Source: an optimization exercise on an open RTL-to-GDS flow (aim: small area, a short achievable clock period and few clock cycles). Production flows keep margins and buffers that such runs may drop. In this exercise RTL edits were held to simulation tests only and were not proved equivalent to the original. Power and IR drop assume default switching activity.

## gfce_codec
module gfce_codec (
    input  wire       clk,
    input  wire       rst,
    input  wire       tx_req_valid,
    output wire       tx_req_ready,
    input  wire [7:0] tx_req_dest,
    input  wire [7:0] tx_req_cmd,
    input  wire [7:0] tx_req_plen,
    input  wire       tx_pl_valid,
    output wire       tx_pl_ready,
    input  wire [7:0] tx_pl_data,
    output wire       tx_out_valid,
    input  wire       tx_out_ready,
    output wire [7:0] tx_out_data,
    output wire       tx_done,
    output wire [3:0] tx_done_status,
    output wire [7:0] tx_done_inserted,
    input  wire       rx_in_valid,
    output wire       rx_in_ready,
    input  wire [7:0] rx_in_data,
    output wire       rx_pl_valid,
    output wire [7:0] rx_pl_data,
    output wire       rx_done,
    output wire [3:0] rx_status,
    output wire [7:0] rx_dest,
    output wire [7:0] rx_len,
    output wire [7:0] rx_src,
    output wire [7:0] rx_cmd
);
Size: ~140 flip-flops, ~120 I/O pins, roughly 6900 sq um of cells after synthesis.
Settings: LEC_CHECK=0, CAP_MARGIN=20, CORE_MARGIN=2, CORE_UTILIZATION=40, SETUP_SLACK_MARGIN=1.5, SLEW_MARGIN=20; clock period 4.0 ns.
run.sh (not shown) runs the stock make flow with config.mk's settings and CLKGATE_MAP_FILE= SYNTH_SCRIPT=/design/flow/synth_recipe.tcl, a recipe that flattens the netlist after the stock synthesis.
The baseline produced a clean layout.
Testbench counts at the start, summed over its fixed seeds: cycles 18,293.
Rerun with:
==> flow/flow/run.sh (new file) <==
#!/bin/bash
set -euo pipefail
export BUFFER_PORTS_ARGS="-buffer_cell sky130_fd_sc_hd__buf_1"
bash standard.sh > standard_flow.log 2>&1
==> flow/standard.sh (new file) <==
#!/bin/bash
# synth_recipe.tcl (not shown) runs the flow's synth.tcl, then flattens the netlist and writes it again
# the make line also repeats each setting of config.mk as NAME=value (left out here)
make -C /OpenROAD-flow-scripts/flow DESIGN_CONFIG=/design/flow/config.mk WORK_HOME=/design/flow/orfs CLKGATE_MAP_FILE= SYNTH_SCRIPT=/design/flow/synth_recipe.tcl "${@:-finish}"
CTS_CLUSTER_DIAMETER = 100   (was not set)
CTS_CLUSTER_SIZE = 40   (was not set)
SETUP_SLACK_MARGIN = 1.8   (was 1.5)
removed: flow/run.sh
Result:
- setup slack improves by 0.25 ns
- clock skew grows by 0.011 ns
- clock-buffer cell count does not change
- routed wire length grows slightly
- final area shrinks by a few percent
- core utilization shrinks by 2.8 points
- first-iteration DRC count grows by a few percent
- non-clock buffer count shrinks by 3
- area after synthesis stays the same
- combinational power shrinks by a little under a tenth
Rerun with:
==> flow/flow/run.sh (replaced) <==
#!/bin/bash
set -euo pipefail
export BUFFER_PORTS_ARGS="-buffer_cell sky130_fd_sc_hd__buf_2"
bash standard.sh > standard_flow.log 2>&1
Effect: Clock skew went down by 0.0078 ns. Synthesized cell count stays the same. Via count stays flat. Core utilization went up by 0.86 points. Hold slack hardly moves.


Setup of exp/cedar:
gfce_codec, a different RTL version from the one above (not shown whole).
Size in the first run: roughly 620 cells after synthesis, about 150 flip-flops, ~120 I/O pins.
Settings: LEC_CHECK=0, CAP_MARGIN=20, CORE_MARGIN=2, CORE_UTILIZATION=40, CTS_BUF_LIST=sky130_fd_sc_hd__clkbuf_8, CTS_CLUSTER_DIAMETER=300, CTS_CLUSTER_SIZE=60, SETUP_SLACK_MARGIN=1.8, SLEW_MARGIN=20; clock period 4.0 ns.
standard.sh (not shown) runs the stock make flow with config.mk's settings and CLKGATE_MAP_FILE= SYNTH_SCRIPT=/design/flow/synth_recipe.tcl, a recipe that flattens the netlist after the stock synthesis.
==> flow/flow/run.sh <==
#!/bin/bash
set -euo pipefail
export BUFFER_PORTS_ARGS="-buffer_cell sky130_fd_sc_hd__buf_1"
bash standard.sh > standard_flow.log 2>&1
exp/cedar reached the final stage; the timing, DRC and antenna checks on its layout passed.
Testbench counts of exp/cedar, summed over its fixed seeds: cycles 18,293.
The inputs of exp/willow differ from those of exp/cedar as listed below.
diff --git a/flow/config.mk b/flow/config.mk
--- a/flow/config.mk
+++ b/flow/config.mk
@@ -8,8 +8,6 @@
 export CAP_MARGIN = 20
 export CORE_MARGIN = 2
-export CORE_UTILIZATION = 40
+export CORE_UTILIZATION = 35
 export CTS_BUF_LIST = sky130_fd_sc_hd__clkbuf_8
-export CTS_CLUSTER_DIAMETER = 300
-export CTS_CLUSTER_SIZE = 60
-export SETUP_SLACK_MARGIN = 1.8
+export SETUP_SLACK_MARGIN = 1.9
 export SLEW_MARGIN = 20
Notes after the runs:
[compare] base=exp/cedar new=exp/willow: flip-flop and latch share of the layout cell area decreased 0.99 points; met2 usage in global routing decreased 2.4 points; met1 routing resource usage after global routing decreased 3.4 points.
Startpoint-to-endpoint class of the critical path = register to output pin: exp/cedar; startpoint-to-endpoint class of the critical path = primary input to output pin: exp/willow
Launching element of the worst setup path = tx_out_ready: exp/willow; launching element of the worst setup path = u_tx.s_cmd: exp/cedar
The following lists how exp/nickel was set up differently from exp/willow:
diff --git a/flow/config.mk b/flow/config.mk
--- a/flow/config.mk
+++ b/flow/config.mk
@@ -8,6 +8,6 @@
 export CAP_MARGIN = 20
 export CORE_MARGIN = 2
-export CORE_UTILIZATION = 35
+export CORE_UTILIZATION = 40
 export CTS_BUF_LIST = sky130_fd_sc_hd__clkbuf_8
-export SETUP_SLACK_MARGIN = 1.9
+export SETUP_SLACK_MARGIN = 2.0
 export SLEW_MARGIN = 20
--- outcome ---
Final standard cell area without fillers: exp/nickel vs exp/willow up 260 um^2. exp/nickel against exp/willow: relative contribution of combinational cells to total power climbed 0.2 points, wire length dropped about 1.9%, total power climbed about 5.3%, met2 track demand over resource climbed 3.7 points. From exp/willow to exp/nickel the numbers moved as follows: share of power burned in the clock network went up; slew of the pin with the lowest slew margin went up.
## Diff of input files: exp/juniper against exp/nickel
diff --git a/flow/config.mk b/flow/config.mk
--- a/flow/config.mk
+++ b/flow/config.mk
@@ -8,6 +8,6 @@
 export CAP_MARGIN = 20
 export CORE_MARGIN = 2
-export CORE_UTILIZATION = 40
+export CORE_UTILIZATION = 30
 export CTS_BUF_LIST = sky130_fd_sc_hd__clkbuf_8
-export SETUP_SLACK_MARGIN = 2.0
+export SETUP_SLACK_MARGIN = 1.9
 export SLEW_MARGIN = 20
Results
The proportion of power drawn by combinational gates of exp/juniper falls short of that of exp/nickel by 0.2 points. Number of global-route vias before repair, exp/juniper and exp/nickel: larger value in exp/nickel. Total via count in the routed design went down slightly going from exp/nickel to exp/juniper. The higher critical path depth of exp/juniper and exp/nickel is in exp/juniper. Relative to exp/nickel, the tap cell count of exp/juniper is higher by 27%. exp/nickel -> exp/juniper: number of nets with antenna violations after detailed routing delta 0, exact match. exp/nickel ended up with primary input to output pin as its critical path class; exp/juniper ended up with primary input to register. In exp/juniper, the number of resized instances in the post-cts repair step came out 22 below the value in exp/nickel. Delta (exp/juniper minus exp/nickel): total power decreased by 3.5% relative to the old numbers; global-route wire length before repair picked up an extra 3.6%; die area rose 32%.
Input-level comparison between exp/tundra and exp/juniper:
diff --git a/flow/config.mk b/flow/config.mk
--- a/flow/config.mk
+++ b/flow/config.mk
@@ -8,6 +8,6 @@
 export CAP_MARGIN = 20
 export CORE_MARGIN = 2
-export CORE_UTILIZATION = 30
+export CORE_UTILIZATION = 40
 export CTS_BUF_LIST = sky130_fd_sc_hd__clkbuf_8
-export SETUP_SLACK_MARGIN = 1.9
+export SETUP_SLACK_MARGIN = 1.8
 export SLEW_MARGIN = 20
Results
Compared to exp/juniper, the router laid down less metal wire for exp/tundra. [diff] via count, exp/tundra relative to exp/juniper: improvement. There was hardly any difference in sequential cell area in the final layout between exp/tundra and exp/juniper. Diff exp/juniper -> exp/tundra | area of the multi-input gates | down by a few percent. Layout buffer count excluding clock buffers of exp/tundra falls short of that of exp/juniper by a little under 10%.

-- re-timing with driven ports --
In the flow no input, the clock included, has a driving cell. The finished layouts below were timed again as built, in two steps. Step 1 sets driving cells, clkbuf_16 on the clock port and buf_2 on the other inputs (assumed; they add their load-dependent delay and slew). Step 2 times the ports against the registers' clock, not the clock port: input delays grow and output delays shrink by t, the midpoint of the rising clock arrivals with the driver on. Three values: ideal, step 1, step 2; two values: the first two.
run	shift t [ns]	setup WS [ns]	worst data-port slew with drivers (ns)
the first run of note 1	0.462	1.545 / 1.512 / 1.106	0.06
the second run of note 1	0.461	1.791 / 1.750 / 1.327	0.05
the third run of note 1	0.456	1.769 / 1.764 / 1.315	0.06
exp/cedar	0.498	1.900 / 1.860 / 1.442	0.05
exp/willow	0.492	1.958 / 1.913 / 1.492	0.06
exp/nickel	0.465	1.976 / 1.913 / 1.558	0.08
exp/juniper	0.483	1.944 / 1.925 / 1.473	0.07
exp/tundra	0.498	1.900 / 1.860 / 1.442	0.05
After both steps setup and hold are still met in every run listed. The setup slack of exp/juniper, which loses most, moves by -0.019 ns with the drivers and by -0.471 ns with both steps.
